Context: an optimization exercise on an open-source flow, tuned for small area, a short achievable clock period and few clock cycles per item. The choices shown serve that exercise and are no tape-out recipe.
At most, simulation tests tie the RTL to the original design; equivalence was not proved.
No functional check of the RTL was part of runs 1 and 2.

[run.sh]
#!/bin/bash
# synth_recipe.tcl (not shown) runs the flow's synth.tcl, then flattens the netlist and writes it again
# the make line also repeats each setting of config.mk as NAME=value (left out here)
make -C /OpenROAD-flow-scripts/flow DESIGN_CONFIG=/design/flow/config.mk WORK_HOME=/design/flow/orfs CLKGATE_MAP_FILE= SYNTH_SCRIPT=/design/flow/synth_recipe.tcl finish
[config.mk]
export PLATFORM = sky130hd
export DESIGN_NAME = pid_eval
export DESIGN_NICKNAME = pid_eval
export VERILOG_FILES = /design/flow/design.v
export SDC_FILE = /design/flow/constraint.sdc
export NUM_CORES = 4
export LEC_CHECK = 0
export CAP_MARGIN = 20
export CORE_MARGIN = 2
export CORE_UTILIZATION = 40
export SETUP_SLACK_MARGIN = 5
export SLEW_MARGIN = 20
[constraint.sdc]
create_clock -name core_clock -period 20.0 [get_ports {clk}]
set_input_delay 4.0000 -clock core_clock [delete_from_list [all_inputs] [get_ports {clk}]]
set_output_delay 4.0000 -clock core_clock [all_outputs]
set_load 0.01 [all_outputs]
[design.v]
module fp_round (
    input  wire              sign,
    input  wire signed [9:0] e,
    input  wire [25:0]       sig,
    input  wire              sticky,
    output wire [31:0]       res
);
    wire        sub  = (e <= 10'sd0);
    wire [9:0]  rsh  = 10'sd1 - e;                      
    wire        big  = (rsh > 10'd26);
    wire [25:0] ssh  = big ? 26'd0 : (sig >> rsh[4:0]);
    wire        slo  = big ? 1'b1 : ((sig & ~({26{1'b1}} << rsh[4:0])) != 0);
    wire [25:0] s    = sub ? ssh : sig;
    wire        st   = sticky | (sub & slo);
    wire [7:0]  eo   = sub ? 8'd0 : e[7:0];
    wire        rup  = s[1] & (s[0] | st | s[2]);
    wire [30:0] mag  = {eo, s[24:2]} + {30'd0, rup};
    wire        ovf  = (e >= 10'sd255);
    assign res = ovf ? {sign, 8'hFF, 23'd0} : {sign, mag};
endmodule
module fp_add_h1 (
    input  wire [31:0] a,
    input  wire [31:0] b,
    output wire [65:0] m
);
    wire a_max = (a[30:23] == 8'hFF);
    wire b_max = (b[30:23] == 8'hFF);
    wire a_nan = a_max && (a[22:0] != 0);
    wire b_nan = b_max && (b[22:0] != 0);
    wire a_inf = a_max && (a[22:0] == 0);
    wire b_inf = b_max && (b[22:0] == 0);
    wire sub   = a[31] ^ b[31];
    wire [1:0] spec = (a_nan || b_nan || (a_inf && b_inf && sub)) ? 2'd1 :
                      (a_inf || b_inf) ? 2'd2 : 2'd0;
    wire       ssgn = a_inf ? a[31] : b[31];
    wire       a_n = (a[30:23] != 0);
    wire       b_n = (b[30:23] != 0);
    wire [7:0] ea  = {a[30:24], a[23] | ~a_n};
    wire [7:0] eb  = {b[30:24], b[23] | ~b_n};
    wire [8:0] dab = {1'b0, ea} - {1'b0, eb};
    wire [8:0] dba = {1'b0, eb} - {1'b0, ea};
    wire        swap = (b[30:0] > a[30:0]);
    wire        sx   = swap ? b[31] : a[31];
    wire [7:0]  ex   = swap ? eb : ea;
    wire [23:0] mx   = swap ? {b_n, b[22:0]} : {a_n, a[22:0]};
    wire [23:0] mz   = swap ? {a_n, a[22:0]} : {b_n, b[22:0]};
    wire [7:0]  d    = swap ? dba[7:0] : dab[7:0];
    wire        d01  = swap ? (dba[7:1] == 0) : (dab[7:1] == 0);
    wire [26:0] zx   = {mz, 3'b000};
    wire        dbig = (d > 8'd26);
    wire [26:0] zal  = dbig ? 27'd0 : (zx >> d[4:0]);
    wire        zst  = dbig ? (mz != 0) : ((zx & ~({27{1'b1}} << d[4:0])) != 0);
    assign m = {spec, ssgn, a[31] & b[31], sx, sub, d01, ex, mx, zal[26:1], zal[0] | zst};
endmodule
module fp_add_h2 (
    input  wire [65:0] m,
    output reg  [31:0] y
);
    wire [1:0]  spec = m[65:64];
    wire        ssgn = m[63];
    wire        zsgn = m[62];
    wire        sx   = m[61];
    wire        sub  = m[60];
    wire        d01  = m[59];
    wire [7:0]  ex   = m[58:51];
    wire [23:0] mx   = m[50:27];
    wire [26:0] zas  = m[26:0];
    wire [26:0] xal  = {mx, 3'b000};
    wire [27:0] sum  = {1'b0, xal} + ({1'b0, zas} ^ {28{sub}}) + {27'd0, sub};
    reg [26:0] fn;
    reg [7:0]  fe;
    always @(*) begin
        if (sum[27]) begin
            fn = {sum[27:2], sum[1] | sum[0]};
            fe = ex + 8'd1;
        end else if (sum[26]) begin
            fn = sum[26:0];
            fe = ex;
        end else if (sub) begin
            fn = {sum[25:0], 1'b0};
            fe = ex - 8'd1;
        end else begin
            fn = sum[26:0];           
            fe = 8'd0;
        end
    end
    wire        rup  = fn[2] & (fn[1] | fn[0] | fn[3]);
    wire [30:0] fmag = {fe, fn[25:3]} + {30'd0, rup};
    wire        fovf = sum[27] && (ex == 8'd254);
    wire [24:0] dn   = {mx, 1'b0} - zas[26:2];
    reg  [4:0]  lz;
    integer i;
    always @(*) begin
        lz = 5'd25;
        for (i = 0; i < 25; i = i + 1)
            if (dn[i]) lz = 5'd24 - i[4:0];
    end
    wire [7:0]  exm1 = ex - 8'd1;
    wire [4:0]  sh   = ({3'd0, lz} > exm1) ? exm1[4:0] : lz;
    wire [24:0] nn   = dn << sh;
    wire [7:0]  ne   = nn[24] ? ex - {3'd0, sh} : 8'd0;
    wire        near = sub & d01 & ~dn[24];
    always @(*) begin
        if (spec == 2'd1)
            y = 32'h7FC00000;
        else if (spec == 2'd2)
            y = {ssgn, 8'hFF, 23'd0};
        else if (near) begin
            if (dn == 25'd0)
                y = {zsgn, 31'd0};
            else
                y = {sx, ne, nn[23:1]};
        end else if (fovf)
            y = {sx, 8'hFF, 23'd0};
        else
            y = {sx, fmag};
    end
endmodule
module fp_mul (
    input  wire [31:0] a,
    input  wire [31:0] b,
    input  wire        na,
    input  wire        nb,
    input  wire [23:0] nm,
    input  wire [4:0]  nlz,
    output reg  [31:0] y
);
    wire a_max  = (a[30:23] == 8'hFF);
    wire b_max  = (b[30:23] == 8'hFF);
    wire a_nan  = a_max && (a[22:0] != 0);
    wire b_nan  = b_max && (b[22:0] != 0);
    wire a_inf  = a_max && (a[22:0] == 0);
    wire b_inf  = b_max && (b[22:0] == 0);
    wire a_n    = (a[30:23] != 0);
    wire b_n    = (b[30:23] != 0);
    wire a_zero = ~a_n && (a[22:0] == 0);
    wire b_zero = ~b_n && (b[22:0] == 0);
    wire tiny   = ~a_n && ~b_n;        
    wire sgn    = a[31] ^ b[31];
    wire [23:0] ma   = na ? nm : {a_n, a[22:0]};
    wire [23:0] mb   = nb ? nm : {b_n, b[22:0]};
    wire [47:0] prod = ma * mb;
    wire signed [9:0] e0 = $signed({2'd0, a[30:24], a[23] | ~a_n}) + $signed({2'd0, b[30:24], b[23] | ~b_n})
                         - $signed({5'd0, nlz}) - 10'sd127;
    wire        hi  = prod[47];
    wire [25:0] sig = hi ? prod[47:22] : prod[46:21];
    wire        st  = hi ? (prod[21:0] != 0) : (prod[20:0] != 0);
    wire signed [9:0] e = hi ? e0 + 10'sd1 : e0;
    wire [31:0] rnd;
    fp_round u_round (.sign(sgn), .e(e), .sig(sig), .sticky(st), .res(rnd));
    always @(*) begin
        if (a_nan || b_nan || (a_zero && b_inf) || (a_inf && b_zero))
            y = 32'h7FC00000;
        else if (a_inf || b_inf)
            y = {sgn, 8'hFF, 23'd0};
        else if (a_zero || b_zero || tiny)
            y = {sgn, 31'd0};
        else
            y = rnd;
    end
endmodule
module fp_div (
    input  wire        clk,
    input  wire        rst,
    input  wire        pre,
    input  wire [31:0] bin,
    input  wire        start,
    input  wire [31:0] a,
    input  wire [31:0] b,
    output wire        done,
    output wire [31:0] y
);
    reg               a_sign;
    reg        [7:0]  a_exp;
    reg               a_mz;         
    reg        [1:0]  spec;         
    reg signed [9:0]  adj;          
    reg        [29:0] ws, wc;       
    reg        [23:0] dvs;          
    reg        [23:0] qp, qn;       
    reg               cnt;          
    reg               norm;         
    reg               first;
    reg               busy;
    wire b_n    = (b[30:23] != 0);
    wire a_max  = (a_exp == 8'hFF);
    wire b_max  = (b[30:23] == 8'hFF);
    wire a_nan  = a_max && !a_mz;
    wire b_nan  = b_max && (b[22:0] != 0);
    wire a_inf  = a_max && a_mz;
    wire b_inf  = b_max && (b[22:0] == 0);
    wire a_zero = (a_exp == 0) && a_mz;
    wire b_zero = (b[30:0] == 0);
    reg [1:0] spec_now;
    always @(*) begin
        if (a_nan || b_nan || (a_zero && b_zero) || (a_inf && b_inf))
            spec_now = 2'd1;
        else if (a_inf || b_zero)
            spec_now = 2'd2;
        else if (a_zero || b_inf)
            spec_now = 2'd3;
        else
            spec_now = 2'd0;
    end
    wire        a_n = (a[30:23] != 0);
    wire        nrm = ws[23] & dvs[23];
    wire [29:0] d1  = {4'd0, dvs, 2'b00};       
    wire [29:0] d2  = {3'd0, dvs, 3'b000};      
    reg [7:0] k2, k1, k0, kn1;
    always @(*) begin
        case (dvs[22:20])
            3'd0: begin k2 = 8'd244; k1 = 8'd253; k0 = 8'd5; kn1 = 8'd13; end
            3'd1: begin k2 = 8'd242; k1 = 8'd252; k0 = 8'd6; kn1 = 8'd15; end
            3'd2: begin k2 = 8'd241; k1 = 8'd252; k0 = 8'd6; kn1 = 8'd16; end
            3'd3: begin k2 = 8'd240; k1 = 8'd252; k0 = 8'd7; kn1 = 8'd18; end
            3'd4: begin k2 = 8'd238; k1 = 8'd251; k0 = 8'd8; kn1 = 8'd20; end
            3'd5: begin k2 = 8'd237; k1 = 8'd251; k0 = 8'd8; kn1 = 8'd21; end
            3'd6: begin k2 = 8'd236; k1 = 8'd251; k0 = 8'd9; kn1 = 8'd23; end
            3'd7: begin k2 = 8'd234; k1 = 8'd250; k0 = 8'd10; kn1 = 8'd25; end
            default: begin k2 = 8'd0; k1 = 8'd0; k0 = 8'd0; kn1 = 8'd0; end
        endcase
    end
    function ge;
        input [7:0] s8, c8, k;
        reg [7:0] u, v, t;
        begin
            u  = s8 ^ c8 ^ k;
            v  = {(s8[6:0] & c8[6:0]) | (s8[6:0] & k[6:0]) | (c8[6:0] & k[6:0]), 1'b0};
            t  = u + v;
            ge = ~t[7];
        end
    endfunction
    wire        fast = a_n & dvs[23];           
    wire [29:0] w0   = start ? {6'd0, 1'b1, a[22:0]} : ws;
    wire [29:0] c0   = start ? 30'd0 : wc;
    wire [23:0] p0   = start ? 24'd0 : qp;
    wire [23:0] n0   = start ? 24'd0 : qn;
    reg  [29:0] s, c, x, s4, c4, s_2, c_2;
    reg  [33:0] p, n;
    reg  [27:0] p_2, n_2;
    reg         qp2, qp1, qn1, qn2;
    integer j;
    always @(*) begin
        s = w0;
        c = c0;
        p = {10'd0, p0};
        n = {10'd0, n0};
        s_2 = 30'd0; c_2 = 30'd0; p_2 = 28'd0; n_2 = 28'd0;
        for (j = 0; j < 5; j = j + 1) begin
            s4  = {s[27:0], 2'b00};
            c4  = {c[27:0], 2'b00};
            qp2 = ge(s4[29:22], c4[29:22], k2);
            qp1 = ~qp2 & ge(s4[29:22], c4[29:22], k1);
            qn2 = ~ge(s4[29:22], c4[29:22], kn1);
            qn1 = ~qn2 & ~ge(s4[29:22], c4[29:22], k0);
            x   = qp2 ? ~d2 : qp1 ? ~d1 : qn1 ? d1 : qn2 ? d2 : 30'd0;
            s   = s4 ^ c4 ^ x;
            c   = {((s4 & c4) | (s4 & x) | (c4 & x)), 1'b0} | {29'd0, qp2 | qp1};
            p   = {p[31:0], qp2, qp1};
            n   = {n[31:0], qn2, qn1};
            if (j == 1) begin
                s_2 = s; c_2 = c; p_2 = p[27:0]; n_2 = n[27:0];
            end
        end
    end
    always @(posedge clk) begin
        if (pre)
            dvs <= {bin[30:23] != 0, bin[22:0]};
        if (rst) begin
            busy <= 1'b0;
        end else if (start) begin
            a_sign <= a[31];
            a_exp  <= a[30:23];
            a_mz   <= (a[22:0] == 23'd0);
            adj    <= 10'sd0;
            first  <= 1'b1;
            busy   <= 1'b1;
            cnt    <= 1'b0;
            norm   <= ~fast;
            if (fast) begin
                ws <= s_2;
                wc <= c_2;
                qp <= p_2[23:0];
                qn <= n_2[23:0];
            end else begin
                ws <= {6'd0, a_n, a[22:0]};
                wc <= 30'd0;
                qp <= 24'd0;
                qn <= 24'd0;
            end
        end else if (busy) begin
            if (first) begin
                first <= 1'b0;
                spec  <= spec_now;
                if (spec_now != 2'd0)
                    busy <= 1'b0;
            end
            if (norm) begin
                if (!nrm) begin
                    if (!ws[23])
                        ws <= ws << 1;
                    if (!dvs[23])
                        dvs <= dvs << 1;
                    adj <= adj - {9'd0, ~ws[23]} + {9'd0, ~dvs[23]};
                end else begin
                    ws   <= s_2;
                    wc   <= c_2;
                    qp   <= p_2[23:0];
                    qn   <= n_2[23:0];
                    norm <= 1'b0;
                end
            end else begin
                ws  <= s;
                wc  <= c;
                qp  <= p[23:0];
                qn  <= n[23:0];
                cnt <= 1'b1;
                if (cnt)
                    busy <= 1'b0;
            end
        end
    end
    assign done = ~busy;
    wire [29:0] w   = s_2 + c_2;
    wire        neg = w[29];
    wire [27:0] quo = p_2 - n_2 - {27'd0, neg};
    wire        rz  = (w == 30'd0) | (neg & (w == ~d1 + 30'd1));
    wire        hi  = quo[26];
    wire [25:0] sig = hi ? quo[26:1] : quo[25:0];
    wire        stk = ~rz | (hi & quo[0]);
    wire signed [9:0] e = $signed({2'd0, a_exp[7:1], a_exp[0] | (a_exp == 0)})
                        - $signed({2'd0, b[30:24], b[23] | ~b_n}) + adj
                        + (hi ? 10'sd127 : 10'sd126);
    wire [31:0] rnd;
    fp_round u_round (
        .sign  (a_sign ^ b[31]),
        .e     (e),
        .sig   (sig),
        .sticky(stk),
        .res   (rnd)
    );
    assign y = (spec == 2'd1) ? 32'h7FC00000 :
               (spec == 2'd2) ? {a_sign ^ b[31], 8'hFF, 23'd0} :
               (spec == 2'd3) ? {a_sign ^ b[31], 31'd0} : rnd;
endmodule
module pid_eval (
    input  wire        clk,
    input  wire        rst,
    input  wire        start,
    input  wire [31:0] sp,
    input  wire [31:0] meas,
    input  wire [31:0] kp,
    input  wire [31:0] ki,
    input  wire [31:0] kd,
    input  wire [31:0] bias,
    input  wire [31:0] dt,
    output wire        ready,
    output reg         done,
    output wire [31:0] out,
    output wire [31:0] integral,
    output wire [31:0] prev_err
);
    localparam IDLE = 0,    
               ERR  = 1,    
               DE   = 2,    
               INT  = 3,    
               I    = 4,    
               PI   = 5,    
               D    = 6,    
               PID  = 7,    
               OUT  = 8;    
    reg [8:0]  st;
    reg [31:0] r_kp, r_ki, r_kd, r_bias, r_dt;
    reg [31:0] ra, rb;
    reg [31:0] r_int, r_prev;
    reg [65:0] mid;
    wire [31:0] add_y;
    wire [31:0] h1_a = st[IDLE] ? sp :
                       st[INT]  ? r_int :
                       st[D]    ? ra : add_y;
    wire [31:0] h1_b = st[IDLE] ? {~meas[31], meas[30:0]} :
                       st[ERR]  ? {~r_prev[31], r_prev[30:0]} :
                       st[PID]  ? r_kp :
                       st[OUT]  ? r_bias : rb;
    wire [65:0] h1_m;
    fp_add_h1 u_add1 (.a(h1_a), .b(h1_b), .m(h1_m));
    fp_add_h2 u_add2 (.m(mid), .y(add_y));
    wire [31:0] mul_a = st[DE]  ? r_dt :
                        st[INT] ? r_kp :
                        st[PI]  ? r_ki : r_kd;
    wire [31:0] mul_b = (st[DE] | st[INT]) ? ra :
                        st[PI]               ? r_int : r_kp;
    reg         nsa, nsb;
    reg  [23:0] nm;
    reg  [4:0]  nlz;
    wire [31:0] mul_y;
    fp_mul u_mul (.a(mul_a), .b(mul_b), .na(nsa), .nb(nsb), .nm(nm), .nlz(nlz), .y(mul_y));
    wire a_sub = (mul_a[30:23] == 8'd0) && (mul_a[22:0] != 23'd0);
    wire b_sub = (mul_b[30:23] == 8'd0) && (mul_b[22:0] != 23'd0);
    wire stall = (st[DE] | st[INT] | st[PI] | st[D]) & (a_sub ^ b_sub) & ~(nsa | nsb);
    wire [22:0] sm = a_sub ? mul_a[22:0] : mul_b[22:0];
    reg  [4:0]  slz;
    integer i;
    always @(*) begin
        slz = 5'd0;
        for (i = 0; i < 23; i = i + 1)
            if (sm[i]) slz = 5'd23 - i[4:0];
    end
    wire        div_done;
    wire [31:0] div_y;
    fp_div u_div (
        .clk  (clk),
        .rst  (rst),
        .pre  (st[IDLE] & start),
        .bin  (dt),
        .start(st[DE] & ~stall),
        .a    (add_y),
        .b    (r_dt),
        .done (div_done),
        .y    (div_y)
    );
    assign ready    = st[IDLE];
    assign out      = add_y;
    assign integral = r_int;
    assign prev_err = r_prev;
    wire adv = ~stall & (~st[PI] | div_done);
    always @(posedge clk) begin
        done <= 1'b0;
        if (!stall)
            mid <= h1_m;
        if (rst) begin
            st     <= 9'd1 << IDLE;
            r_int  <= 32'd0;
            r_prev <= 32'd0;
            nsa    <= 1'b0;
            nsb    <= 1'b0;
        end else begin
            if (stall) begin
                nm  <= {1'b0, sm} << slz;
                nlz <= slz;
                nsa <= a_sub;
                nsb <= b_sub;
            end else begin
                nsa <= 1'b0;
                nsb <= 1'b0;
                nlz <= 5'd0;
            end
            if (st[IDLE] & start) begin
                r_kp   <= kp;
                r_ki   <= ki;
                r_kd   <= kd;
                r_bias <= bias;
                r_dt   <= dt;
            end
            if (adv) begin
                if (st[ERR])           ra <= add_y;
                if (st[INT])           ra <= mul_y;
                if (st[DE] | st[PI])   rb <= mul_y;
                if (st[PI])            r_kp <= div_y;
                if (st[D])             r_kp <= mul_y;
                if (st[I])             r_int <= add_y;
                if (st[DE])            r_prev <= ra;
                if (st[OUT])           done <= 1'b1;
                if (st[IDLE])
                    st <= start ? (9'd1 << ERR) : (9'd1 << IDLE);
                else if (st[OUT])
                    st <= 9'd1 << IDLE;
                else
                    st <= st << 1;
            end
        end
    end
endmodule
==> results by group, run 1 <==
Final layout
  • Reg with most FFs: mid
  • Max reg flops: 66
  • Post-layout util: between 50% and 60%
  • Share of layout cells above drive strength 1: between 20% and 30%
  • Commonest non-fill, non-tap cell in the layout: buf_4
  • Area growth, synth to finish: 29.7%
  • Fin nets: 13.9k
  • Commonest cells after routing, fill and taps aside: buf_4 (1885), nand2_1 (1433), inv_1 (1030)

STA
  • TNS Setup: -219.98 ns
  • Fmax: approximately 44 MHz
  • Final Hold Viols: 0
  • Ratio of final minimum period to clock period: 115%
  • Worst Tran Pin Value: 1.27 ns
  • Max-slew violation count: 0
  • Final setup vio count: 88
  • Fin worst setup slack: -2.96 ns
  • RSZ-0062 raised after global routing: true
  • Minimum clock period: 22.96 ns
  • Max-slew headroom: 14.8%
  • Clk_skew: a little under 0.07 ns

Routing
  • Detailed-route wire length per cell: roughly 29 µm
  • Drt drc: 0
  • First-pass DRT Iterations: 9
  • Post-route ant nets: 0
  • Vias: 93.3k
  • Detailed Route Iter0 Violations: 9945
  • Vias per cell: just over 6
  • Final wirelength: ~440000 µm

Setup path
  • Crit start category: flop
  • CP peak stage delay: just over 0.6 ns
  • CP Class: flop to flop
  • Top Family by Delay on Critical Path: compound AO/OA/AOI/OAI gates
  • Slowest CP cell: fa_1
  • CP dominant cell by count: buf_4
  • Buf/Inv on CP: 38
  • WP data required: between 20 and 25 ns
  • CP Data Arrival Time: 23.46 ns
  • CP endpoint kind: flop
  • Worst-path maximum fanout: 7

Clock network
  • Hold_buf cts: 0
  • Clk buf depth: 3
  • Clock latency (worst-skew pair): roughly 0.76 ns
  • CTS Root Cell: clkbuf_16
  • CTS Buf Count: between 70 and 80
  • CTS tree: yes
  • CTS clk-pin slew, worst paths: about 0.070 ns
  • H-tree depth: 3
  • CTS sink cnt: about 560

Floorplan
  • Cell row count: 169
  • Num ports: 325
  • Die width: about 470 µm
  • CORE AREA: ~0.21 mm²
  • DIE HEIGHT: 466 µm
  • Full die area: 0.217 mm²
  • Initial Utilization: a little over 40%

Synthesis
  • Post-Syn Nets: between 10k and 15k
  • Asr flop ratio synth: 0%
  • Ys Warns: 4
  • Mapped Cells: 10.8k
  • Seq/Total Area, Yosys: between 10% and 20%
  • Synth cell types: between 100 and 150
  • Number of synthesized flops with an enable pin: 444
  • Mapped Area: about 0.085 mm²
  • Seq cells post-synth: ~560
  • Post-synthesis area per instance: ~8 µm²
  • Top_reg_cell synth: edfxtp_1

Outcome
  • Outcome: finished with violations
  • SO Viols: setup timing

Global route
  • Total congestion overflow: 0
  • Vias in the first global route: between 90k and 100k
  • Tot GR Track Use: between 30% and 40%
  • Pin count of the biggest net entering global routing: 74
  • Initial antenna violation count: between 40 and 50
  • First-pass GRT wire length: around 630000 µm

Placed design
  • Detail Placement HPWL: 355000 µm
  • GP Congestion: ~1.1
  • PortBufs: 324

Flow run
  • Max cap viols: 0

Hold path
  • Worst hold-check path type: flop to flop
## per-layer routing
layer  part of all wire (%)  vias to the layer above  wire length [µm]  global-route usage [%]
met5                  0.035                        -               155                       0
met1                     39                    45700            171000                    49.5
met4                    8.1                       26             35900                    26.1
li1                       -                    41200                 -                       -
met3                    9.8                     1255             43400                    9.39
met2                     43                     5041            191000                    60.9
## tightest hold or removal path: stages (launching register included)
cell and delay (ns):
dfxtp_1 0.32, nand2_1 0.06, a21oi_1 0.05
## cells by family (layout without fill, tap and decap cells)
family | count (synthesis) | after routing | synth area share, %
xor gates and xnor gates | 373 | 375 | 3.83
AOI/OAI and AO/OA | 2804 | 2804 | 21.5
DFF | 556 | 556 | 18.3
adders and majority gates | 1234 | 1234 | 24.0
muxes | 430 | 430 | 5.38
and+or+nand+nor | 3622 | 3623 | 19.3
buffers and inverters | 1745 | 3516 | 7.74
other | 1 | 30 | 0.00440
## per-stage QoR
step                      worst slack, ns  instance area (µm²)  cells  hold slack, ns
after floorplan                     -3.36                86200  10800           0.454
after global placement              -3.66               104000  15000           0.466
after detailed placement            -3.87               104000  15000           0.473
after CTS                           -2.63               109000  15300           0.481
after global routing                -3.66               111000  15400           0.505
final                               -2.96               111000  15400           0.480
## path summary, 6_finish.rpt
check	startpoint	endpoint	slack, ns	cells past startpoint
worst max-delay path	mid[3]	r_kp[0]	-2.96	120
worst min-delay path	r_prev[12]	r_prev[12]	0.48	2
worst max register to register	mid[3]	r_kp[0]	-2.96	120
worst min register to register	r_prev[12]	r_prev[12]	0.48	2
## final cells by class
cell class / instances / area [µm²]
Tap cell: 2821 / 3530
Sequential cell: 556 / 15600
Timing Repair Buffer: 2312 / 19100
Clock inverter: 43 / 434
Inverter: 1069 / 4030
Fill cell: 20400 / 101000
Clock buffer: 92 / 2010
Antenna cell: 29 / 72.6
Multi-Input combinational cell: 8467 / 65800
## what timing repair did
action	in CTS	in global routing
gates resized for setup	338	143
cloned	13	1
setup endpoints to repair	143	183
setup buffers	132	39
pin swaps	202	103
## cells in the mapped netlist, drive strengths merged, types with 21 or more instances
cell | number | area (µm²)
inv | 1060 | 3980
o22ai | 64 | 400
a31o | 25 | 219
mux2 | 140 | 1580
a21o | 124 | 931
mux2i | 282 | 2830
o21bai | 53 | 398
a2111oi | 27 | 249
nand2 | 1454 | 5460
or3 | 63 | 399
o31ai | 54 | 419
a211oi | 102 | 798
o21a | 69 | 518
nand3b | 24 | 180
a21oi | 829 | 4160
a21boi | 21 | 158
a31oi | 104 | 657
nand4 | 107 | 676
o221ai | 33 | 295
a221oi | 162 | 1420
xnor2 | 227 | 1990
nand2b | 125 | 782
nor2b | 103 | 644
fa | 665 | 13300
o311ai | 32 | 280
edfxtp | 444 | 13300
xor2 | 146 | 1280
nor2 | 945 | 3550
a22oi | 40 | 300
o211ai | 133 | 998
or2 | 57 | 357
dfxtp | 112 | 2240
clkbuf | 599 | 2250
o21ai | 603 | 3030
or4 | 34 | 257
nand3 | 211 | 1070
buf | 77 | 337
ha | 565 | 7070
a211o | 53 | 464
and3 | 69 | 432
o211a | 21 | 210
and2 | 100 | 626
nor4 | 84 | 553
nor3 | 184 | 932
==> inputs of run 2 (changes only) <==
--- a/design.v
+++ b/design.v
@@ -206,30 +206,20 @@
     wire        nrm = ws[23] & dvs[23];
     wire [29:0] d1  = {4'd0, dvs, 2'b00};       
     wire [29:0] d2  = {3'd0, dvs, 3'b000};      
-    reg [7:0] k2, k1, k0, kn1;
+    reg signed [6:0] m2, m1, m0, mn1;
     always @(*) begin
         case (dvs[22:20])
-            3'd0: begin k2 = 8'd244; k1 = 8'd253; k0 = 8'd5; kn1 = 8'd13; end
-            3'd1: begin k2 = 8'd242; k1 = 8'd252; k0 = 8'd6; kn1 = 8'd15; end
-            3'd2: begin k2 = 8'd241; k1 = 8'd252; k0 = 8'd6; kn1 = 8'd16; end
-            3'd3: begin k2 = 8'd240; k1 = 8'd252; k0 = 8'd7; kn1 = 8'd18; end
-            3'd4: begin k2 = 8'd238; k1 = 8'd251; k0 = 8'd8; kn1 = 8'd20; end
-            3'd5: begin k2 = 8'd237; k1 = 8'd251; k0 = 8'd8; kn1 = 8'd21; end
-            3'd6: begin k2 = 8'd236; k1 = 8'd251; k0 = 8'd9; kn1 = 8'd23; end
-            3'd7: begin k2 = 8'd234; k1 = 8'd250; k0 = 8'd10; kn1 = 8'd25; end
-            default: begin k2 = 8'd0; k1 = 8'd0; k0 = 8'd0; kn1 = 8'd0; end
+            3'd0: begin m2 = 12; m1 = 3; m0 = -5; mn1 = -13; end
+            3'd1: begin m2 = 14; m1 = 4; m0 = -6; mn1 = -15; end
+            3'd2: begin m2 = 15; m1 = 4; m0 = -6; mn1 = -16; end
+            3'd3: begin m2 = 16; m1 = 4; m0 = -7; mn1 = -18; end
+            3'd4: begin m2 = 18; m1 = 5; m0 = -8; mn1 = -20; end
+            3'd5: begin m2 = 19; m1 = 5; m0 = -8; mn1 = -21; end
+            3'd6: begin m2 = 20; m1 = 5; m0 = -9; mn1 = -23; end
+            3'd7: begin m2 = 22; m1 = 6; m0 = -10; mn1 = -25; end
+            default: begin m2 = 0; m1 = 0; m0 = 0; mn1 = 0; end
         endcase
     end
-    function ge;
-        input [7:0] s8, c8, k;
-        reg [7:0] u, v, t;
-        begin
-            u  = s8 ^ c8 ^ k;
-            v  = {(s8[6:0] & c8[6:0]) | (s8[6:0] & k[6:0]) | (c8[6:0] & k[6:0]), 1'b0};
-            t  = u + v;
-            ge = ~t[7];
-        end
-    endfunction
     wire        fast = a_n & dvs[23];           
     wire [29:0] w0   = start ? {6'd0, 1'b1, a[22:0]} : ws;
     wire [29:0] c0   = start ? 30'd0 : wc;
@@ -238,6 +228,7 @@
     reg  [29:0] s, c, x, s4, c4, s_2, c_2;
     reg  [33:0] p, n;
     reg  [27:0] p_2, n_2;
+    reg signed [6:0] est;
     reg         qp2, qp1, qn1, qn2;
     integer j;
     always @(*) begin
@@ -249,10 +240,11 @@
         for (j = 0; j < 5; j = j + 1) begin
             s4  = {s[27:0], 2'b00};
             c4  = {c[27:0], 2'b00};
-            qp2 = ge(s4[29:22], c4[29:22], k2);
-            qp1 = ~qp2 & ge(s4[29:22], c4[29:22], k1);
-            qn2 = ~ge(s4[29:22], c4[29:22], kn1);
-            qn1 = ~qn2 & ~ge(s4[29:22], c4[29:22], k0);
+            est = s4[28:22] + c4[28:22];
+            qp2 = (est >= m2);
+            qp1 = ~qp2 & (est >= m1);
+            qn2 = (est < mn1);
+            qn1 = ~qn2 & (est < m0);
             x   = qp2 ? ~d2 : qp1 ? ~d1 : qn1 ? d1 : qn2 ? d2 : 30'd0;
             s   = s4 ^ c4 ^ x;
             c   = {((s4 & c4) | (s4 & x) | (c4 & x)), 1'b0} | {29'd0, qp2 | qp1};
==> run 2 against run 1 <==
  * Still fails the layout checks on setup timing
  * Flip-flop and latch count increased by 2
  * Critical path depth unchanged
  * Fmax increased by 0.91%
  * Worst hold slack improved by 0.011 ns
  * Clock-buffer cell count increased by 7
  * Critical endpoint is now r_kp[14]
==> results by group, run 2 <==
Hold path
  • Worst hold-check path type: flop to flop (unchanged)

Global route
  • Tot GR Track Use: 40.1% (was 39.6%)
  • Vias in the first global route: 89.1k (was 90.5k)
  • Pin count of the biggest net entering global routing: 119 (was 74)
  • Initial antenna violation count: 25 (was 49)
  • First-pass GRT wire length: 636000 µm (was 632000 µm)
  • Total congestion overflow: 0 (unchanged)

Routing
  • First-pass DRT Iterations: 7 (was 9)
  • Post-route ant nets: 0 (unchanged)
  • Detailed Route Iter0 Violations: 11.4k (was 9945)
  • Detailed-route wire length per cell: 29.8 µm (was 28.7 µm)
  • Final wirelength: 448000 µm (was 442000 µm)
  • Vias: 92.9k (was 93.3k)
  • Vias per cell: 6.18 (was 6.06)
  • Drt drc: 0 (unchanged)

STA
  • Fmax: 44.0 MHz (was 43.6 MHz)
  • Worst Tran Pin Value: 1.31 ns (was 1.27 ns)
  • Max-slew violation count: 0 (unchanged)
  • Final setup vio count: 86 (was 88)
  • Ratio of final minimum period to clock period: 114% (was 115%)
  • TNS Setup: -194.81 ns (was -219.98 ns)
  • Max-slew headroom: 12.7% (was 14.8%)
  • RSZ-0062 raised after global routing: true (unchanged)
  • Fin worst setup slack: -2.75 ns (was -2.96 ns)
  • Minimum clock period: 22.75 ns (was 22.96 ns)
  • Final Hold Viols: 0 (unchanged)
  • Hold_ws: 0.491 ns (was 0.480 ns)
  • Clk_skew: 0.0442 ns (was 0.0689 ns)

Setup path
  • Reg2Reg Setup Slack: -2.75 ns (was -2.96 ns)
  • CP peak stage delay: 0.55 ns (was 0.62 ns)
  • Crit start category: flop (unchanged)
  • Reg2reg path depth: 120 (unchanged)
  • R2r endpoint: r_kp[14] (was r_kp[0])
  • CP Class: flop to flop (unchanged)
  • CP Launch Point: mid[27] (was mid[3])
  • Worst-path maximum fanout: 27 (was 7)
  • Reg2reg start: mid[27] (was mid[3])
  • CP endpoint kind: flop (unchanged)
  • Slowest CP cell: fa_1 (unchanged)
  • CP Data Arrival Time: 23.23 ns (was 23.46 ns)
  • WP data required: 20.48 ns (was 20.50 ns)
  • Crit path capture: r_kp[14] (was r_kp[0])

Floorplan
  • Cell row count: 168 (was 169)
  • Num ports: 325 (unchanged)
  • Initial Utilization: 40.3% (was 40.2%)
  • DIE HEIGHT: 464 µm (was 466 µm)
  • CORE AREA: 0.210 mm² (was 0.212 mm²)
  • Full die area: 0.215 mm² (was 0.217 mm²)
  • Die width: 464 µm (was 466 µm)

Synthesis
  • Commonest cells post-synth: nand2_1 (1369), inv_1 (980), nor2_1 (974) (was nand2_1 (1454), inv_1 (1054), nor2_1 (944))
  • Mapped Cells: 10.7k (was 10.8k)
  • Top_reg_cell synth: edfxtp_1 (unchanged)
  • Mapped Area: 0.0847 mm² (was 0.0852 mm²)
  • Asr flop ratio synth: 0% (unchanged)
  • Yosys top cell area share: 15.7% (was 15.6%)
  • Count leader, synth: nand2_1 (unchanged)
  • Seq/Total Area, Yosys: 18.4% (was 18.3%)
  • Yosys top cell by area: edfxtp_1 (unchanged)
  • Top cells by area, synth: edfxtp_1 (16%), fa_1 (14%), ha_1 (8.0%), nand2_1 (6.1%), a21oi_1 (5.0%) (was edfxtp_1 (16%), fa_1 (16%), ha_1 (8.3%), nand2_1 (6.4%), a21oi_1 (4.9%))
  • Post-synthesis area per instance: 7.93 µm² (was 7.92 µm²)
  • Seq cells post-synth: 558 (was 556)
  • Post-Syn Nets: 12.1k (was 12.2k)
  • Ys Warns: 4 (unchanged)
  • Number of synthesized flops with an enable pin: 442 (was 444)
  • Synth cell types: 131 (was 119)

Outcome
  • Outcome: finished with violations (unchanged)
  • SO Viols: setup timing (unchanged)

Clock network
  • Clock latency (worst-skew pair): 0.74 ns (was 0.76 ns)
  • CTS sink cnt: 558 (was 556)
  • CTS Buf Count: 77 (was 73)
  • Clk buf depth: 3 (unchanged)
  • H-tree depth: 3 (unchanged)
  • CTS Root Cell: clkbuf_16 (unchanged)
  • CTS clk-pin slew, worst paths: 0.06 ns (was 0.07 ns)
  • CTS tree: yes (unchanged)

Final layout
  • Commonest non-fill, non-tap cell in the layout: buf_4 (unchanged)
  • Post-Layout Cell Count: 15.0k (was 15.4k)
  • Share of layout cells above drive strength 1: 21.4% (was 22.7%)
  • Commonest cells after routing, fill and taps aside: buf_4 (1685), nand2_1 (1352), inv_1 (959) (was buf_4 (1885), nand2_1 (1433), inv_1 (1030))
  • Fin nets: 13.5k (was 13.9k)
  • Post-layout util: 51.3% (was 52.2%)
  • Max reg flops: 66 (unchanged)
  • Reg with most FFs: mid (unchanged)
  • Area growth, synth to finish: 27.3% (was 29.7%)

Placed design
  • Detail Placement HPWL: 364000 µm (was 355000 µm)
  • # placed instances: 14.8k (was 15.0k)
  • GP Congestion: 1.07 (was 1.08)
  • PortBufs: 324 (unchanged)

Flow run
  • Max cap viols: 0 (unchanged)
==> run 2: cell types whose count changed in the layout (fill, tap and decap cells not counted), sizes merged, moves of 22 or more <==
cell | previous run | this run
inv | 1066 | 989
mux2i | 282 | 315
nand2 | 1454 | 1371
ha | 565 | 539
diode | 29 | 7
o211ai | 133 | 104
nor3 | 184 | 207
nor2 | 946 | 978
buf | 1984 | 1758
a211oi | 102 | 136
fa | 665 | 606
a21oi | 829 | 859
==> run 2: area by class of cell <==
class	instances	area, µm²
fill	20300	102000
multi-input combinational	8445	65300
timing repair buffer	2084	17100
sequential	558	15600
inverter	990	3720
tap	2805	3510
clock buffer	99	2120
clock inverter	43	442
antenna	7	17.5
==> run 2: worst min-delay path by stage <==
stage	endpoint	depth (start not counted)	slack (ns)	startpoint
floorplan	st[4]	2	0.45	st[4]
CTS	st[4]	2	0.49	st[4]
global route	st[5]	2	0.51	st[4]
global placement	st[4]	2	0.47	st[4]
finish	st[4]	2	0.49	st[4]
detailed placement	st[4]	2	0.48	st[4]
==> run 2: metrics by stage <==
step | area [µm²] | setup slack [ns]
after CTS | 107000 | -2.45
after global routing | 108000 | -3.81
after global placement | 102000 | -3.45
final | 108000 | -2.75
after floorplan | 85500 | -2.68
after detailed placement | 102000 | -3.74
==> run 2: layer usage <==
| layer | track usage (%) | part of all wire, % | vias up |
|---|---|---|---|
| met1 | 51.4 | 39 | 45600 |
| met5 | 0 | 0.030 | - |
| met4 | 26.2 | 8.2 | 20 |
| met3 | 8.59 | 9.9 | 1172 |
| met2 | 60.9 | 43 | 5312 |
| li1 | - | - | 40800 |
==> run 2: cell families after synthesis <==
| family | share of synthesized area, % |
|---|---|
| AO/OA/AOI/OAI | 22.5 |
| XOR/XNOR | 3.76 |
| adder cells (fa/ha/maj) | 22.4 |
| buffers and inverters | 7.61 |
| flip-flops | 18.4 |
| multiplexers | 6.02 |
| other | 0.00443 |
| AND/OR/NAND/NOR | 19.3 |
==> run 2: critical path, delay by kind of cell, from the launching register on <==
kind                       cells  cell delay, ns
adders and majority gates     17            5.10
buffers and inverters         19            2.19
AOI/OAI and AO/OA             51            8.91
xor gates and xnor gates       2            0.27
DFF                            1            0.39
and+or+nand+nor               28            4.62
muxes                          3            1.04
==> run 2: timing repair <==
action,in CTS,in global routing
cloned,6,0
setup buffers,69,33
endpoints found under the setup margin,131,150
gates resized for setup,285,163
hold buffers,0,0
pin swaps,151,108
==> inputs of run 3 (changes only) <==
--- a/design.v
+++ b/design.v
@@ -220,11 +220,6 @@
             default: begin m2 = 0; m1 = 0; m0 = 0; mn1 = 0; end
         endcase
     end
-    wire        fast = a_n & dvs[23];           
-    wire [29:0] w0   = start ? {6'd0, 1'b1, a[22:0]} : ws;
-    wire [29:0] c0   = start ? 30'd0 : wc;
-    wire [23:0] p0   = start ? 24'd0 : qp;
-    wire [23:0] n0   = start ? 24'd0 : qn;
     reg  [29:0] s, c, x, s4, c4, s_2, c_2;
     reg  [33:0] p, n;
     reg  [27:0] p_2, n_2;
@@ -232,10 +227,10 @@
     reg         qp2, qp1, qn1, qn2;
     integer j;
     always @(*) begin
-        s = w0;
-        c = c0;
-        p = {10'd0, p0};
-        n = {10'd0, n0};
+        s = ws;
+        c = wc;
+        p = {10'd0, qp};
+        n = {10'd0, qn};
         s_2 = 30'd0; c_2 = 30'd0; p_2 = 28'd0; n_2 = 28'd0;
         for (j = 0; j < 5; j = j + 1) begin
             s4  = {s[27:0], 2'b00};
@@ -255,6 +250,32 @@
             end
         end
     end
+    wire fast = a_n & dvs[23];
+    reg  [29:0] ls, lc, lx, ls4, lc4;
+    reg  [3:0]  lp, ln;
+    reg signed [6:0] lest;
+    reg         lqp2, lqp1, lqn1, lqn2;
+    integer l;
+    always @(*) begin
+        ls = {6'd0, 1'b1, a[22:0]};
+        lc = 30'd0;
+        lp = 4'd0;
+        ln = 4'd0;
+        for (l = 0; l < 2; l = l + 1) begin
+            ls4  = {ls[27:0], 2'b00};
+            lc4  = {lc[27:0], 2'b00};
+            lest = ls4[28:22] + lc4[28:22];
+            lqp2 = (lest >= m2);
+            lqp1 = ~lqp2 & (lest >= m1);
+            lqn2 = (lest < mn1);
+            lqn1 = ~lqn2 & (lest < m0);
+            lx   = lqp2 ? ~d2 : lqp1 ? ~d1 : lqn1 ? d1 : lqn2 ? d2 : 30'd0;
+            ls   = ls4 ^ lc4 ^ lx;
+            lc   = {((ls4 & lc4) | (ls4 & lx) | (lc4 & lx)), 1'b0} | {29'd0, lqp2 | lqp1};
+            lp   = {lp[1:0], lqp2, lqp1};
+            ln   = {ln[1:0], lqn2, lqn1};
+        end
+    end
     always @(posedge clk) begin
         if (pre)
             dvs <= {bin[30:23] != 0, bin[22:0]};
@@ -270,10 +291,10 @@
             cnt    <= 1'b0;
             norm   <= ~fast;
             if (fast) begin
-                ws <= s_2;
-                wc <= c_2;
-                qp <= p_2[23:0];
-                qn <= n_2[23:0];
+                ws <= ls;
+                wc <= lc;
+                qp <= {20'd0, lp};
+                qn <= {20'd0, ln};
             end else begin
                 ws <= {6'd0, a_n, a[22:0]};
                 wc <= 30'd0;
@@ -314,9 +335,11 @@
     end
     assign done = ~busy;
     wire [29:0] w   = s_2 + c_2;
+    wire [29:0] wd  = s_2 + c_2 + d1;
     wire        neg = w[29];
-    wire [27:0] quo = p_2 - n_2 - {27'd0, neg};
-    wire        rz  = (w == 30'd0) | (neg & (w == ~d1 + 30'd1));
+    wire [27:0] qm1 = p_2 + ~n_2;               
+    wire [27:0] quo = neg ? qm1 : qm1 + 28'd1;
+    wire        rz  = neg ? (wd == 30'd0) : (w == 30'd0);
     wire        hi  = quo[26];
     wire [25:0] sig = hi ? quo[26:1] : quo[25:0];
     wire        stk = ~rz | (hi & quo[0]);
==> run 3 against run 2 <==
  * The run now finishes clean
  * Largest cell class unchanged
  * Clock skew rose by 0.0043 ns
  * Routed wire length fell by 1.5%
  * Flip-flop and latch count did not move
  * Design area fell by 5.8%
==> results by group, run 3 <==
Outcome
  • Outcome: timing/DRC/antenna clean (was finished with violations)

Synthesis
  • Number of synthesized flops with an enable pin: 442 (unchanged)
  • Count leader, synth: nand2_1 (unchanged)
  • Commonest cells post-synth: nand2_1 (1347), inv_1 (1023), nor2_1 (983) (was nand2_1 (1369), inv_1 (980), nor2_1 (974))
  • Asr flop ratio synth: 0% (unchanged)
  • Mapped Cells: 10.9k (was 10.7k)
  • Top cells by area, synth: edfxtp_1 (15%), fa_1 (14%), ha_1 (8.4%), nand2_1 (5.8%), a21oi_1 (4.6%) (was edfxtp_1 (16%), fa_1 (14%), ha_1 (8.0%), nand2_1 (6.1%), a21oi_1 (5.0%))
  • Top_reg_cell synth: edfxtp_1 (unchanged)
  • Yosys top cell by area: edfxtp_1 (unchanged)
  • Seq/Total Area, Yosys: 17.9% (was 18.4%)
  • Mapped Area: 0.0872 mm² (was 0.0847 mm²)
  • Seq cells post-synth: 558 (unchanged)
  • Post-Syn Nets: 12.3k (was 12.1k)
  • Synth cell types: 133 (was 131)
  • Ys Warns: 4 (unchanged)
  • Post-synthesis area per instance: 8.00 µm² (was 7.93 µm²)
  • Yosys top cell area share: 15.2% (was 15.7%)

Placed design
  • Detail Placement HPWL: 339000 µm (was 364000 µm)
  • # placed instances: 13.7k (was 14.8k)
  • GP Congestion: 1.03 (was 1.07)
  • PortBufs: 324 (unchanged)

Clock network
  • CTS Buf Count: 74 (was 77)
  • Clk buf depth: 3 (unchanged)
  • CTS Root Cell: clkbuf_16 (unchanged)
  • CTS tree: yes (unchanged)
  • CTS clk-pin slew, worst paths: 0.06 ns (about the same)
  • CTS sink cnt: 558 (unchanged)
  • H-tree depth: 3 (unchanged)
  • Clock latency (worst-skew pair): 0.76 ns (was 0.74 ns)
  • Hold_buf cts: 0 (unchanged)

Floorplan
  • Cell row count: 171 (was 168)
  • Initial Utilization: 40.2% (was 40.3%)
  • Full die area: 0.222 mm² (was 0.215 mm²)
  • CORE AREA: 0.217 mm² (was 0.210 mm²)
  • Die width: 471 µm (was 464 µm)
  • DIE HEIGHT: 471 µm (was 464 µm)
  • Num ports: 325 (unchanged)

Setup path
  • CP Class: flop to flop (unchanged)
  • Top Family by Delay on Critical Path: adder cells (was compound AO/OA/AOI/OAI gates)
  • Worst-path maximum fanout: 8 (was 27)
  • Crit start category: flop (unchanged)
  • CP endpoint kind: flop (unchanged)
  • CP Data Arrival Time: 16.93 ns (was 23.23 ns)
  • WP data required: 20.45 ns (was 20.48 ns)
  • Slowest CP cell: fa_2 (was fa_1)
  • CP peak stage delay: 0.57 ns (was 0.55 ns)
  • Reg2Reg Setup Slack: 3.52 ns (was -2.75 ns)
  • CP dominant cell by count: ha_4
  • Buf/Inv on CP: 21 (was 19)

STA
  • Fmax: 60.7 MHz (was 44.0 MHz)
  • Minimum clock period: 16.48 ns (was 22.75 ns)
  • Final setup vio count: 0 (was 86)
  • RSZ-0062 raised after global routing: true (unchanged)
  • Max-slew headroom: 17.7% (was 12.7%)
  • Clk_skew: 0.0485 ns (was 0.0442 ns)
  • Worst Tran Pin Value: 1.22 ns (was 1.31 ns)
  • Max-slew violation count: 0 (unchanged)
  • Hold_ws: 0.481 ns (was 0.491 ns)
  • TNS Setup: 0 ns (was -194.81 ns)
  • Ratio of final minimum period to clock period: 82.4% (was 114%)
  • Final Hold Viols: 0 (unchanged)

Final layout
  • Reg with most FFs: mid (unchanged)
  • Area of the multi-input gates: 0.0681 mm² (was 0.0653 mm²)
  • Post-Layout Cell Count: 14.1k (was 15.0k)
  • Commonest cells after routing, fill and taps aside: nand2_1 (1339), inv_1 (992), nor2_1 (968) (was buf_4 (1685), nand2_1 (1352), inv_1 (959))
  • FF+latch area: 0.0156 mm² (about the same)
  • Area growth, synth to finish: 16.4% (was 27.3%)
  • Share of layout cells above drive strength 1: 12.6% (was 21.4%)
  • Commonest non-fill, non-tap cell in the layout: nand2_1 (was buf_4)
  • Max reg flops: 66 (unchanged)
  • Fill cell count: 21.4k (was 20.3k)
  • Fin nets: 12.6k (was 13.5k)
  • Post-layout util: 46.8% (was 51.3%)

Routing
  • Detailed-route wire length per cell: 31.3 µm (was 29.8 µm)
  • Drt drc: 0 (unchanged)
  • Post-route ant nets: 0 (unchanged)
  • Vias per cell: 6.46 (was 6.18)
  • First-pass DRT Iterations: 7 (unchanged)
  • Vias: 90.9k (was 92.9k)
  • Detailed Route Iter0 Violations: 11.0k (was 11.4k)
  • Final wirelength: 441000 µm (was 448000 µm)

Global route
  • Initial antenna violation count: 35 (was 25)
  • Vias in the first global route: 86.1k (was 89.1k)
  • Tot GR Track Use: 38.2% (was 40.1%)
  • Pin count of the biggest net entering global routing: 76 (was 119)
  • First-pass GRT wire length: 621000 µm (was 636000 µm)
  • Total congestion overflow: 0 (unchanged)

Hold path
  • Worst hold-check path type: flop to flop (unchanged)

Flow run
  • Max cap viols: 0 (unchanged)
==> run 3: final cells by class <==
type	instances	share of cell area [%]
timing repair inverter	5	0.0333
inverter	1035	3.88
timing repair buffer	817	7.54
multi-input combinational	8647	67.1
clock buffer	94	2.04
sequential	558	15.4
tap	2854	3.52
clock inverter	43	0.487
antenna	23	0.0567
==> run 3: cell families after synthesis <==
family,count (synthesis),share of synthesized area [%]
flops,558,17.9
other cells,1,0.00430
buf+inv,1705,7.44
simple gates,3567,18.9
mux,513,6.27
xor+xnor,333,3.42
compound gates,3002,23.2
fa+ha+maj,1220,22.9
==> run 3: worst register-to-register path: cells and delay by family, from the launching register on <==
| kind | cells | cell delay (ns) |
|---|---|---|
| compound gates | 35 | 5.50 |
| flops | 1 | 0.46 |
| buf+inv | 21 | 2.55 |
| xor+xnor | 3 | 0.57 |
| simple gates | 10 | 1.23 |
| fa+ha+maj | 17 | 5.78 |
==> run 3: metal layers <==
layer	track usage (%)	wire (µm)	up-vias
li1	-	-	39400
met1	46.5	165000	44700
met2	59.0	193000	5431
met3	9.36	42900	1310
met4	27.6	39400	20
met5	0	136	-
==> run 3: worst paths after layout <==
kind,to,cells after the start,from
worst min-delay path,r_prev[18],2,r_prev[18]
worst min register to register,r_prev[18],2,r_prev[18]
worst max register to register,u_div.ws[24],86,u_div.ws[20]
worst max-delay path,u_div.ws[24],86,u_div.ws[20]
==> run 3: through the flow <==
stage / cell area [µm²] / worst slack (ns)
floorplan: 87900 / 4.03
global placement: 94200 / 1.59
detailed placement: 94200 / 1.46
CTS: 99600 / 3.62
global route: 102000 / 2.91
finish: 102000 / 3.52
==> run 3: repair_timing <==
action,4_1_cts,5_1_grt
buffers inserted,137,94
gates cloned,26,4
setup endpoints to repair,181,152
resized for setup,295,237
hold endpoints to repair,0,0
pin swaps,131,144
Testbench counts of run 3, summed over its fixed seeds: cycles 43,200, items 4,800.
==> inputs of run 4 (changes only) <==
--- a/config.mk
+++ b/config.mk
@@ -5,8 +5,10 @@
 export SDC_FILE = /design/flow/constraint.sdc
 export NUM_CORES = 4
 export LEC_CHECK = 0
+export ABC_AREA = 1
 export CAP_MARGIN = 20
 export CORE_MARGIN = 2
 export CORE_UTILIZATION = 40
 export SETUP_SLACK_MARGIN = 5
 export SLEW_MARGIN = 20
+export TNS_END_PERCENT = 5
==> run 4 against run 3 <==
  * Critical path type unchanged
  * Critical path depth decreased by 2
  * Largest cell class unchanged
  * Register-to-register slack improved by 0.12 ns
==> results by group, run 4 <==
Synthesis
  • Count leader, synth: nand2_1 (unchanged)
  • Yosys top cell by area: edfxtp_1 (unchanged)
  • Number of synthesized flops with an enable pin: 442 (unchanged)
  • Synth cell types: 92 (was 133)
  • Top cells by area, synth: edfxtp_1 (16%), fa_1 (15%), nand2_1 (13%), ha_1 (8.9%), inv_1 (7.6%) (was edfxtp_1 (15%), fa_1 (14%), ha_1 (8.4%), nand2_1 (5.8%), a21oi_1 (4.6%))
  • Commonest cells post-synth: nand2_1 (2757), inv_1 (1665), nand3_1 (875) (was nand2_1 (1347), inv_1 (1023), nor2_1 (983))
  • Post-synthesis area per instance: 7.07 µm² (was 8.00 µm²)
  • Top_reg_cell synth: edfxtp_1 (unchanged)
  • Post-Syn Nets: 13.1k (was 12.3k)
  • Mapped Cells: 11.7k (was 10.9k)
  • Asr flop ratio synth: 0% (unchanged)
  • Mapped Area: 0.0827 mm² (was 0.0872 mm²)
  • Yosys top cell area share: 16.0% (was 15.2%)
  • Ys Warns: 4 (unchanged)
  • Seq/Total Area, Yosys: 18.8% (was 17.9%)
  • Seq cells post-synth: 558 (unchanged)

Final layout
  • Fin nets: 13.4k (was 12.6k)
  • Share of layout cells above drive strength 1: 9.20% (was 12.6%)
  • Commonest cells after routing, fill and taps aside: nand2_1 (2729), inv_1 (1624), nand3_1 (874) (was nand2_1 (1339), inv_1 (992), nor2_1 (968))
  • Post-layout util: 45.9% (was 46.8%)
  • Reg with most FFs: mid (unchanged)
  • Post-Layout Cell Count: 14.7k (was 14.1k)
  • Max reg flops: 66 (unchanged)
  • Area growth, synth to finish: 13.9% (was 16.4%)
  • Fill cell count: 21.2k (was 21.4k)
  • Commonest non-fill, non-tap cell in the layout: nand2_1 (unchanged)

Placed design
  • Detail Placement HPWL: 337000 µm (was 339000 µm)
  • GP Congestion: 1.03 (about the same)
  • PortBufs: 324 (unchanged)
  • # placed instances: 14.4k (was 13.7k)

Clock network
  • CTS Buf Count: 76 (was 74)
  • H-tree depth: 3 (unchanged)
  • CTS sink cnt: 558 (unchanged)
  • Clock latency (worst-skew pair): 0.74 ns (was 0.76 ns)
  • Clk buf depth: 3 (unchanged)
  • CTS clk-pin slew, worst paths: 0.07 ns (was 0.06 ns)
  • Hold_buf cts: 0 (unchanged)
  • CTS tree: yes (unchanged)
  • CTS Root Cell: clkbuf_16 (unchanged)

Floorplan
  • Full die area: 0.211 mm² (was 0.222 mm²)
  • Num ports: 325 (unchanged)
  • Initial Utilization: 40.3% (was 40.2%)
  • CORE AREA: 0.205 mm² (was 0.217 mm²)
  • Cell row count: 166 (was 171)
  • Die width: 459 µm (was 471 µm)
  • DIE HEIGHT: 459 µm (was 471 µm)

STA
  • Ratio of final minimum period to clock period: 81.8% (was 82.4%)
  • Hold_ws: 0.490 ns (was 0.481 ns)
  • Fmax: 61.1 MHz (was 60.7 MHz)
  • TNS Setup: 0 ns (unchanged)
  • Max-slew violation count: 0 (unchanged)
  • Max-slew headroom: 9.46% (was 17.7%)
  • Final Hold Viols: 0 (unchanged)
  • Minimum clock period: 16.36 ns (was 16.48 ns)
  • RSZ-0062 raised after global routing: true (unchanged)
  • Clk_skew: 0.0358 ns (was 0.0485 ns)
  • Final setup vio count: 0 (unchanged)
  • Worst Tran Pin Value: 1.36 ns (was 1.22 ns)

Setup path
  • CP peak stage delay: 0.63 ns (was 0.57 ns)
  • Reg2reg path depth: 84 (was 86)
  • Crit path capture: u_div.ws[22] (was u_div.ws[24])
  • Top Family by Delay on Critical Path: adder cells (unchanged)
  • Crit start category: flop (unchanged)
  • WP data required: 20.43 ns (was 20.45 ns)
  • R2r endpoint: u_div.ws[22] (was u_div.ws[24])
  • Reg2Reg Setup Slack: 3.64 ns (was 3.52 ns)
  • Buf/Inv on CP: 17 (was 21)
  • CP Data Arrival Time: 16.79 ns (was 16.93 ns)
  • CP endpoint kind: flop (unchanged)
  • Worst path depth: 84 (was 86)
  • CP Launch Point: u_div.wc[20] (was u_div.ws[20])
  • Slowest CP cell: fa_1 (was fa_2)
  • CP dominant cell by count: inv_2 (was ha_4)
  • CP Class: flop to flop (unchanged)
  • Worst-path maximum fanout: 9 (was 8)
  • Reg2reg start: u_div.wc[20] (was u_div.ws[20])

Routing
  • First-pass DRT Iterations: 8 (was 7)
  • Final wirelength: 427000 µm (was 441000 µm)
  • Vias: 87.7k (was 90.9k)
  • Post-route ant nets: 0 (unchanged)
  • Detailed Route Iter0 Violations: 10.6k (was 11.0k)
  • Drt drc: 0 (unchanged)
  • Detailed-route wire length per cell: 29.1 µm (was 31.3 µm)
  • Vias per cell: 5.97 (was 6.46)

Global route
  • Tot GR Track Use: 39.4% (was 38.2%)
  • Total congestion overflow: 0 (unchanged)
  • First-pass GRT wire length: 603000 µm (was 621000 µm)
  • Vias in the first global route: 84.0k (was 86.1k)
  • Pin count of the biggest net entering global routing: 70 (was 76)
  • Initial antenna violation count: 56 (was 35)

Outcome
  • Outcome: timing/DRC/antenna clean (unchanged)

Flow run
  • Max cap viols: 0 (unchanged)

Hold path
  • Hold path depth: 2 (unchanged)
  • Worst hold-check path type: flop to flop (unchanged)
## run 4: how the worst min path moves through the flow
stage,from,endpoint,slack (ns)
after global placement,r_prev[3],r_prev[3],0.47
after detailed placement,r_prev[3],r_prev[3],0.48
after floorplan,st[4],st[4],0.46
after global routing,r_prev[13],r_prev[13],0.51
after CTS,r_prev[13],r_prev[13],0.49
final,r_prev[13],r_prev[13],0.49
## run 4: metrics by stage
step / worst slack, ns / area [µm²]
after floorplan: 4.74 / 83200
after global placement: 1.51 / 89200
after detailed placement: 1.40 / 89200
after CTS: 3.74 / 93400
after global routing: 3.05 / 94300
final: 3.64 / 94300
## run 4: area by class of cell
cell class	count	area [µm²]	area share, %
Antenna cell	31	77.6	0.0823
Clock buffer	95	2080	2.20
Clock inverter	45	439	0.466
Inverter	1766	6730	7.13
Multi-Input combinational cell	8830	59800	63.4
Sequential cell	558	15600	16.6
Tap cell	2688	3360	3.57
Timing Repair Buffer	677	6160	6.54
Timing Repair inverter	4	26.3	0.0279
## run 4: per-layer routing
layer / wire length (µm) / up-vias / global-route usage [%] / part of all wire (%)
li1: - / 39200 / - / -
met1: 163000 / 42300 / 48.8 / 38
met2: 187000 / 5036 / 60.8 / 44
met3: 41400 / 1236 / 8.68 / 9.7
met4: 36300 / 16 / 28.2 / 8.5
met5: 96 / - / 0 / 0.022
## run 4: logic make-up after synthesis
logic type | after synthesis | synth area share, %
other | 1 | 0.00453
adder cells (fa/ha/maj) | 1220 | 24.2
XOR/XNOR | 297 | 3.21
AND/OR/NAND/NOR | 5009 | 25.9
flip-flops | 558 | 18.8
multiplexers | 11 | 0.133
AO/OA/AOI/OAI | 2288 | 16.8
buffers and inverters | 2318 | 11.0
## run 4: timing repair
item,4_1_cts,5_1_grt
pin swaps,98,80
resized for setup,191,98
setup endpoints to repair,147,148
setup buffers,83,27
gates cloned,9,2
## run 4: worst reg2reg max path, delay by kind of cell (launching register included)
kind | cells | cell delay (ns)
adder cells (fa/ha/maj) | 18 | 6.29
AO/OA/AOI/OAI | 27 | 4.31
AND/OR/NAND/NOR | 17 | 2.06
buffers and inverters | 17 | 1.76
XOR/XNOR | 5 | 1.19
flip-flops | 1 | 0.45
==> inputs of run 5 (changes only) <==
--- a/config.mk
+++ b/config.mk
@@ -11,4 +11,3 @@
 export CORE_UTILIZATION = 40
 export SETUP_SLACK_MARGIN = 5
 export SLEW_MARGIN = 20
-export TNS_END_PERCENT = 5
==> run 5 against run 4 <==
  * Area after synthesis unchanged
  * Sequential share of layout area decreased by 0.13 points
  * Critical endpoint is now u_div.ws[12]
  * Non-clock buffer count increased by 36
  * Clock-buffer cell count rose by 9
  * Register-to-register slack about the same
  * Critical path depth up 5
  * Largest cell class unchanged
  * Fmax hardly changed
==> results by group, run 5 <==
Outcome
  • Outcome: timing/DRC/antenna clean (unchanged)

Final layout
  • Post-layout util: 46.3% (was 45.9%)
  • Commonest non-fill, non-tap cell in the layout: nand2_1 (unchanged)
  • Reg with most FFs: mid (unchanged)
  • Share of layout cells above drive strength 1: 10.2% (was 9.20%)
  • Fin nets: 13.4k (about the same)
  • Area growth, synth to finish: 14.9% (was 13.9%)
  • Post-Layout Cell Count: 14.7k (about the same)
  • Area of the multi-input gates: 0.0601 mm² (was 0.0598 mm²)
  • Fill cell count: 20.9k (was 21.2k)
  • Max reg flops: 66 (unchanged)

Clock network
  • Hold_buf cts: 0 (unchanged)
  • Clk buf depth: 3 (unchanged)
  • CTS tree: yes (unchanged)
  • CTS sink cnt: 558 (unchanged)
  • CTS Root Cell: clkbuf_16 (unchanged)

Floorplan
  • Initial Utilization: 40.3% (unchanged)
  • DIE HEIGHT: 459 µm (unchanged)
  • CORE AREA: 0.205 mm² (unchanged)
  • Num ports: 325 (unchanged)
  • Cell row count: 166 (unchanged)

STA
  • RSZ-0062 raised after global routing: true (unchanged)
  • Minimum clock period: 16.36 ns (about the same)
  • Fmax: 61.1 MHz (about the same)
  • Clk_skew: 0.0432 ns (was 0.0358 ns)
  • Ratio of final minimum period to clock period: 81.8% (about the same)
  • Worst Tran Pin Value: 1.19 ns (was 1.36 ns)
  • Max-slew violation count: 0 (unchanged)

Synthesis
  • Seq cells post-synth: 558 (unchanged)
  • Number of synthesized flops with an enable pin: 442 (unchanged)
  • Post-synthesis area per instance: 7.07 µm² (unchanged)
  • Seq/Total Area, Yosys: 18.8% (unchanged)
  • Top_reg_cell synth: edfxtp_1 (unchanged)
  • Mapped Cells: 11.7k (unchanged)
  • Top cells by area, synth: edfxtp_1 (16%), fa_1 (15%), nand2_1 (13%), ha_1 (8.9%), inv_1 (7.6%) (unchanged)
  • Yosys top cell area share: 16.0% (unchanged)
  • Mapped Area: 0.0827 mm² (unchanged)
  • Count leader, synth: nand2_1 (unchanged)
  • Yosys top cell by area: edfxtp_1 (unchanged)
  • Post-Syn Nets: 13.1k (unchanged)
  • Asr flop ratio synth: 0% (unchanged)

Setup path
  • Worst-path maximum fanout: 14 (was 9)
  • Reg2reg path depth: 89 (was 84)
  • CP Class: flop to flop (unchanged)
  • Slowest CP cell: fa_1 (unchanged)
  • Crit start category: flop (unchanged)
  • WP data required: 20.46 ns (was 20.43 ns)
  • CP peak stage delay: 0.63 ns (about the same)
  • CP endpoint kind: flop (unchanged)

Routing
  • Detailed Route Iter0 Violations: 11.4k (was 10.6k)
  • Vias: 88.1k (was 87.7k)
  • Drt drc: 0 (unchanged)
  • Post-route ant nets: 0 (unchanged)
  • Vias per cell: 5.99 (was 5.97)

Global route
  • Tot GR Track Use: 38.1% (was 39.4%)
  • M3 GR Usage: 9.16% (was 8.68%)
  • Met1 usage: 47.6% (was 48.8%)
  • Met2 GRT Util: 58.0% (was 60.8%)
  • Vias in the first global route: 84.2k (was 84.0k)
  • First-pass GRT wire length: 589000 µm (was 603000 µm)
  • Pin count of the biggest net entering global routing: 72 (was 70)
  • Initial antenna violation count: 20 (was 56)

Placed design
  • # placed instances: 14.4k (about the same)
  • GP Congestion: 1.05 (was 1.03)
  • DP Area: 0.0892 mm² (about the same)
[run 5: cell families after synthesis]
kind of cell | Yosys count | share of synthesized area [%]
other cells | 1 | 0.00453
simple gates | 5009 | 25.9
buf+inv | 2318 | 11.0
xor+xnor | 297 | 3.21
flops | 558 | 18.8
compound gates | 2288 | 16.8
mux | 11 | 0.133
fa+ha+maj | 1220 | 24.2
[run 5: what timing repair did]
item | 4_1_cts | 5_1_grt
setup buffers | 102 | 55
setup endpoints to repair | 148 | 137
gates resized for setup | 212 | 184
hold endpoints to repair | 0 | 0
pin swaps | 102 | 132
cloned | 6 | 8
[run 5: stage by stage]
stage,worst slack [ns],hold slack (ns)
after global routing,3.20,0.512
final,3.64,0.492
after CTS,3.82,0.482
after global placement,1.52,0.469
after floorplan,4.78,0.458
after detailed placement,1.51,0.473
[run 5: worst paths after layout]
path                 from      endpoint  slack (ns)
max          u_div.wc[20]  u_div.ws[12]        3.64
min            r_prev[12]    r_prev[12]        0.49
max reg2reg  u_div.wc[20]  u_div.ws[12]        3.64
min reg2reg    r_prev[12]    r_prev[12]        0.49
[run 5: layout make-up]
cell class / count / share of cell area (%)
clock inverters: 40 / 0.409
repair buffers: 713 / 6.91
multi-input cells: 8829 / 63.2
diodes: 16 / 0.0421
flip-flops and latches: 558 / 16.4
clock buffers: 104 / 2.29
inverters: 1766 / 7.12
repair inverters: 5 / 0.0316
well taps: 2688 / 3.54
[run 5: worst max-delay path, delay by kind of cell, from the launching register on]
kind | cells | cell delay (ns)
and+or+nand+nor | 18 | 2.15
buffers and inverters | 19 | 1.93
AOI/OAI and AO/OA | 29 | 3.96
DFF | 1 | 0.41
xor gates and xnor gates | 4 | 0.74
adders and majority gates | 19 | 6.81
[run 5: per-layer routing]
layer  vias up  part of all wire [%]
met5         -                 0.068
met4        20                   8.6
met3      1256                    10
met2      5203                    43
met1     42400                    38
li1      39200                     -

## static timing again, ports no longer ideal
Ports are ideal in the flow. The routed layouts listed here were re-timed in OpenROAD. Step 1 assumes that a clkbuf_16 drives the clock port and a buf_2 every other input. Step 2 moves the port delays by t, midway between the first and last clock arrival at a register: inputs arrive t later, outputs are due t later. That takes back most of the time a late clock gives input paths. a / b / c = no drivers / after step 1 / after step 2; a / b = the first two.
run	t, ns	setup slack, ns	hold WS [ns]	slew at the worst register clock pin (ns)
run 1	0.823	-2.959 / -2.959 / -2.959	0.480 / 0.480 / 0.480	0.07 / 0.07
run 2	0.804	-2.753 / -2.753 / -2.753	0.491 / 0.491 / 0.491	0.07 / 0.07
run 3	0.840	3.518 / 3.518 / 3.518	0.481 / 0.481 / 0.481	0.08 / 0.08
run 4	0.811	3.641 / 3.641 / 3.641	0.490 / 0.490 / 0.490	0.07 / 0.07
run 5	0.803	3.638 / 3.638 / 3.638	0.492 / 0.492 / 0.492	0.07 / 0.07
